What follows belongs to an exercise in optimizing a design on an open flow for small area; a production flow would make more cautious choices.
The RTL was checked by simulation tests, not by an equivalence proof against the original design.
No activity file was given, so power comes from the tool's default toggle rates.

Setup of juniper:
Design pjon_rx, start of the top module:
module pjon_rx (
    input  wire        clk,
    input  wire        rst_n,           
    input  wire        cmd_valid,
    input  wire [31:0] cmd,
    input  wire [2:0]  ev_clr,
    input  wire        cfg_shared,
    input  wire        cfg_simplex,
    input  wire        cfg_router,
    input  wire [7:0]  device_id,
    input  wire [31:0] bus_id,
    input  wire [2:0]  irq_en,
    output reg  [2:0]  result_code,
    output reg         ev_deliver,
    output reg         ev_resp_valid,
    output reg         ev_overrun,
    output wire        rx_active,
    output wire        irq,
    output wire [31:0] result,
    output wire [7:0]  resp,
    output reg  [7:0]  meta_rx_id,
    output reg  [7:0]  meta_tx_id,
    output reg  [31:0] meta_rx_bus,
    output reg  [31:0] meta_tx_bus,
    output reg  [15:0] meta_header,
    output wire [15:0] rx_length,
    output wire [15:0] rx_count,
    output wire [15:0] rx_payoff,
    output wire [15:0] rx_paylen,
    output reg  [7:0]  crc8_acc,
    output wire [31:0] crc32_acc
);
export LEC_CHECK = 0
export CAP_MARGIN = 20
export CORE_MARGIN = 2
export CORE_UTILIZATION = 40
export SLEW_MARGIN = 20
create_clock -name core_clock -period 12.0 [get_ports {clk}]
standard.sh (not shown) runs the stock make flow with config.mk's settings and CLKGATE_MAP_FILE= SYNTH_SCRIPT=/design/flow/synth_recipe.tcl, a recipe that flattens the netlist after the stock synthesis.
==> flow/flow/run.sh <==
#!/bin/bash
# Own layout flow: the standard ORFS flow, with smaller port buffers
# (buf_1 instead of the default pick) and a clock tree built from small
# clock buffers in larger sink clusters, without dummy loads.
set -euo pipefail
W=$(pwd)
CTS="-sink_clustering_enable -repair_clock_nets -dont_use_dummy_load -sink_clustering_size 15 -sink_clustering_max_diameter 60 -buf_list {sky130_fd_sc_hd__clkbuf_2 sky130_fd_sc_hd__clkbuf_4 sky130_fd_sc_hd__clkbuf_8}"
bash standard.sh \
  BUFFER_PORTS_ARGS="-buffer_cell sky130_fd_sc_hd__buf_1" \
  CTS_ARGS="$CTS" \
  finish > "$W/standard_flow.log" 2>&1
juniper went all the way through the flow, and no timing, DRC or antenna check failed.
#### Input delta (fjord over juniper)
==> flow/flow/run.sh <==
#!/bin/bash
# Own layout flow: the standard ORFS flow, with smaller port buffers
# (buf_1 instead of the default pick) and a clock tree built from small
# clock buffers without dummy loads. Each tool's output goes to a log here.
set -euo pipefail
W=$(pwd)
CTS="-sink_clustering_enable -repair_clock_nets -dont_use_dummy_load -buf_list {sky130_fd_sc_hd__clkbuf_1 sky130_fd_sc_hd__clkbuf_2 sky130_fd_sc_hd__clkbuf_4}"
bash standard.sh \
  BUFFER_PORTS_ARGS="-buffer_cell sky130_fd_sc_hd__buf_1" \
  CTS_ARGS="$CTS" \
  finish > "$W/standard_flow.log" 2>&1
## What came out
- The maximum single-stage delay on the critical path was comparable across juniper and fjord.
- For the cell area, fjord came in about 1.2% higher than juniper did.
- Total via count after detailed routing delta (fjord − juniper): unfavourable
- Sequential share of layout area is higher on juniper
- juniper has a lower cell count than fjord.
### fjord -> violet
==> flow/flow/run.sh <==
#!/bin/bash
# Own layout flow: the standard ORFS flow (standard.sh) with three changes
#  - synthesis maps logic with an area-oriented ABC script (flow/abc_map.script)
#    instead of ORFS's delay-oriented one; the rest of synthesis, and so the
#    registers, are unchanged;
#  - ports are buffered with buf_1 instead of the default buffer pick;
#  - the clock tree uses small clock buffers in sink clusters of up to 15,
#    without dummy loads.
# Each tool's output goes to a log file in this folder.
set -euo pipefail
W=$(pwd)
rm -rf "$W/scripts_mod"
cp -r "$FLOW_HOME/scripts" "$W/scripts_mod"
cp "$W/flow/abc_map.script" "$W/scripts_mod/abc_speed.script"
CTS="-sink_clustering_enable -repair_clock_nets -dont_use_dummy_load -sink_clustering_size 15 -sink_clustering_max_diameter 60 -buf_list {sky130_fd_sc_hd__clkbuf_2 sky130_fd_sc_hd__clkbuf_4 sky130_fd_sc_hd__clkbuf_8}"
bash standard.sh \
  SCRIPTS_DIR="$W/scripts_mod" \
  BUFFER_PORTS_ARGS="-buffer_cell sky130_fd_sc_hd__buf_1" \
  CTS_ARGS="$CTS" \
  finish > "$W/standard_flow.log" 2>&1
==> flow/flow/abc_map.script (new file) <==
strash
dc2
dch -f
map -a
mfs2
strash
dc2
dch -f
map -a
topo
[summary]
The growth of design area from synthesis to finish of violet is higher than that of fjord.
Design area ends up lower on violet.
Summary of the comparison: worst hold slack is higher in violet, relative to fjord.
[violet] relative contribution of combinational cells to total power fell 0.8 points relative to fjord
Re number of diodes: violet is 3 down on fjord.
Final period utilization: violet > fjord
The total die area in violet sits 4500 um2 below the value recorded for fjord.

========
## run 1
pjon_rx, a different RTL version from the one above (not shown whole).
Size in the first run: about 1500 cells after synthesis, ~0.015 mm² of cells after synthesis.
==> flow/config.mk <==
export PLATFORM = sky130hd
export DESIGN_NAME = pjon_rx
export DESIGN_NICKNAME = pjon_rx
export VERILOG_FILES = /design/flow/design.v
export SDC_FILE = /design/flow/constraint.sdc
export NUM_CORES = 4
export LEC_CHECK = 0
export CAP_MARGIN = 20
export CORE_MARGIN = 2
export CORE_UTILIZATION = 40
export SLEW_MARGIN = 20
==> flow/constraint.sdc <==
create_clock -name core_clock -period 12.0 [get_ports {clk}]
set_input_delay 2.4000 -clock core_clock [delete_from_list [all_inputs] [get_ports {clk}]]
set_output_delay 2.4000 -clock core_clock [all_outputs]
set_load 0.01 [all_outputs]
==> flow/flow/run.sh <==
#!/bin/bash
# Own layout flow: the standard ORFS flow (standard.sh) with three changes
#  - synthesis maps logic with an area-oriented ABC script (flow/abc_map.script,
#    a 30 s &deepsyn pass, then area mapping with don't-care resynthesis)
#    instead of ORFS's delay-oriented one, and leaves adders to ABC instead of
#    mapping them to half/full adder cells first; the rest of synthesis, and
#    so the registers, are unchanged;
#  - ports are buffered with buf_1 instead of the default buffer pick;
#  - the clock tree uses small clock buffers in sink clusters of up to 10,
#    without dummy loads.
# Each tool's output goes to a log file in this folder.
set -euo pipefail
W=$(pwd)
rm -rf "$W/scripts_mod"
cp -r "$FLOW_HOME/scripts" "$W/scripts_mod"
cp "$W/flow/abc_map.script" "$W/scripts_mod/abc_speed.script"
CTS="-sink_clustering_enable -repair_clock_nets -dont_use_dummy_load -sink_clustering_size 20 -sink_clustering_max_diameter 45 -buf_list {sky130_fd_sc_hd__clkbuf_8}"
bash standard.sh \
  SCRIPTS_DIR="$W/scripts_mod" \
  ADDER_MAP_FILE= \
  BUFFER_PORTS_ARGS="-buffer_cell sky130_fd_sc_hd__buf_1" \
  CTS_ARGS="$CTS" \
  finish > "$W/standard_flow.log" 2>&1
==> flow/flow/abc_map.script <==
strash
&get -n
&deepsyn -T 30
&put
dch -f
map -a
mfs2
strash
dc2
dch -f
map -a
mfs2
strash
dc2
dch -f
map -a
topo
Looking at the reports, run 1 completed the entire flow and the layout it produced met the timing, DRC and antenna checks.
The following lists how run 2 was set up differently from run 1:
-- flow/flow/run.sh --
<<< run 1, line 16
cp "$W/flow/abc_map.script" "$W/scripts_mod/abc_speed.script"
CTS="-sink_clustering_enable -repair_clock_nets -dont_use_dummy_load -sink_clustering_size 20 -sink_clustering_max_diameter 45 -buf_list {sky130_fd_sc_hd__clkbuf_8}"
bash standard.sh \
>>> run 2, line 16
cp "$W/flow/abc_map.script" "$W/scripts_mod/abc_speed.script"
CTS="-sink_clustering_enable -repair_clock_nets -dont_use_dummy_load -sink_clustering_size 10 -sink_clustering_max_diameter 40 -buf_list {sky130_fd_sc_hd__clkbuf_2 sky130_fd_sc_hd__clkbuf_4}"
bash standard.sh \
-- flow/config.mk --
<<< run 1, line 9
export CORE_MARGIN = 2
export CORE_UTILIZATION = 40
export SLEW_MARGIN = 20
>>> run 2, line 9
export CORE_MARGIN = 2
export CORE_UTILIZATION = 60
export SLEW_MARGIN = 20
Notes after the runs:
Sort run 2 and run 1 by worst endpoint required time, ascending, and run 1 comes first. Compared run 1 against run 2; post-route fraction of the period consumed by the critical path within noise. The worst reg-to-reg path cell count number comes out higher for run 2 vs run 1. Taking run 1 as the reference, in run 2 clock-pin slew on the worst setup and hold paths lost 0.02 ns; buffer share of cell area shows an increase of 0.23 points; sequential share of cell area picked up an extra 1.1 points. Against run 1, cell area in run 2 fell by a few percent.
Input-level comparison between run 3 and run 2:
-- flow/config.mk --
<<< run 2, line 9
export CORE_MARGIN = 2
export CORE_UTILIZATION = 60
export SLEW_MARGIN = 20
>>> run 3, line 9
export CORE_MARGIN = 2
export CORE_UTILIZATION = 40
export SLEW_MARGIN = 20
Looking at the reports, run 3 completed the entire flow and the layout it produced met the timing, DRC and antenna checks. Fmax: run 3 above run 2. For the setup slack, run 3 came in 0.15 ns higher than run 2 did. Run 3: net switching power of the design is 0.0085 mW higher than what run 2 reported. Changes observed in run 3 relative to run 2: number of nets at the end of the flow has remained practically unchanged, hold slack went down 0.018 ns, stage delay of the slowest cell on the critical path +0.04 ns, share of the final layout cell area in sequential cells decreased by 0.50 points relative to the old numbers. Per the comparison of run 3 with run 2, total design power higher, synthesized cell count roughly the same. Design area, run 3 vs run 2: up slightly.
Edits applied to the flow inputs when going from run 3 to run 4:
-- flow/flow/run.sh --
<<< run 3, line 16
cp "$W/flow/abc_map.script" "$W/scripts_mod/abc_speed.script"
CTS="-sink_clustering_enable -repair_clock_nets -dont_use_dummy_load -sink_clustering_size 10 -sink_clustering_max_diameter 40 -buf_list {sky130_fd_sc_hd__clkbuf_2 sky130_fd_sc_hd__clkbuf_4}"
bash standard.sh \
>>> run 4, line 16
cp "$W/flow/abc_map.script" "$W/scripts_mod/abc_speed.script"
CTS="-sink_clustering_enable -repair_clock_nets -dont_use_dummy_load -sink_clustering_size 12 -sink_clustering_max_diameter 50 -buf_list {sky130_fd_sc_hd__clkbuf_2 sky130_fd_sc_hd__clkbuf_4 sky130_fd_sc_hd__clkbuf_8}"
bash standard.sh \
### Flow results
Run 4 against run 3: number of antenna violations at the first check in global routing shrank by 2, post-detailed-routing wire length now sits at about the same level.
Cmp run 3 and run 4 / transition at the pin with the smallest max-transition slack / lower: run 4
Summary of run 4 over run 3: net switching share of the total power dropped 0.84 points, per-cell via count in the routed design ~0 delta, count of clock-net buffers in the final layout moved down, count of unique library cells instantiated by Yosys ~0 delta.
Changes observed in run 4 relative to run 3: worst setup margin saw a decrease; first-pass GRT wire length flat.

[static timing again, ports no longer ideal]
How much do the figures lean on ideal ports? The routed layouts below were timed once more, with nothing changed but the port constraints.
Step 1 sets driving cells, clkbuf_16 on the clock port and buf_2 on the other inputs (assumed; they add their load-dependent delay and slew).
Step 2 also shifts input and output timing later by t, the mid clock arrival at the registers, as if the neighbouring blocks saw the same clock.
a / b / c = ideal / step 1 / step 2; a / b = the first two.
| run | shift t [ns] | slack for setup (ns) | worst setup path after step 2 | pins driven straight from the clock port |
|---|---|---|---|---|
| juniper | 0.665 | 5.059 / 5.059 / 4.426 | input to register | 1 |
| fjord | 0.803 | 5.131 / 5.131 / 4.396 | input to register | 1 |
| violet | 0.667 | 3.089 / 3.115 / 2.448 | input to register | 1 |
| run 1 | 0.589 | 4.942 / 4.967 / 4.378 | input to register | 1 |
| run 2 | 0.696 | 4.958 / 4.981 / 4.285 | input to register | 1 |
| run 3 | 0.722 | 5.112 / 5.139 / 4.417 | input to register | 1 |
| run 4 | 0.578 | 4.957 / 4.982 / 4.405 | input to register | 1 |
After both steps every run listed still meets setup and hold. The setup slack of fjord, which loses most, moves by 0.000 ns with the drivers and by -0.735 ns with both steps.
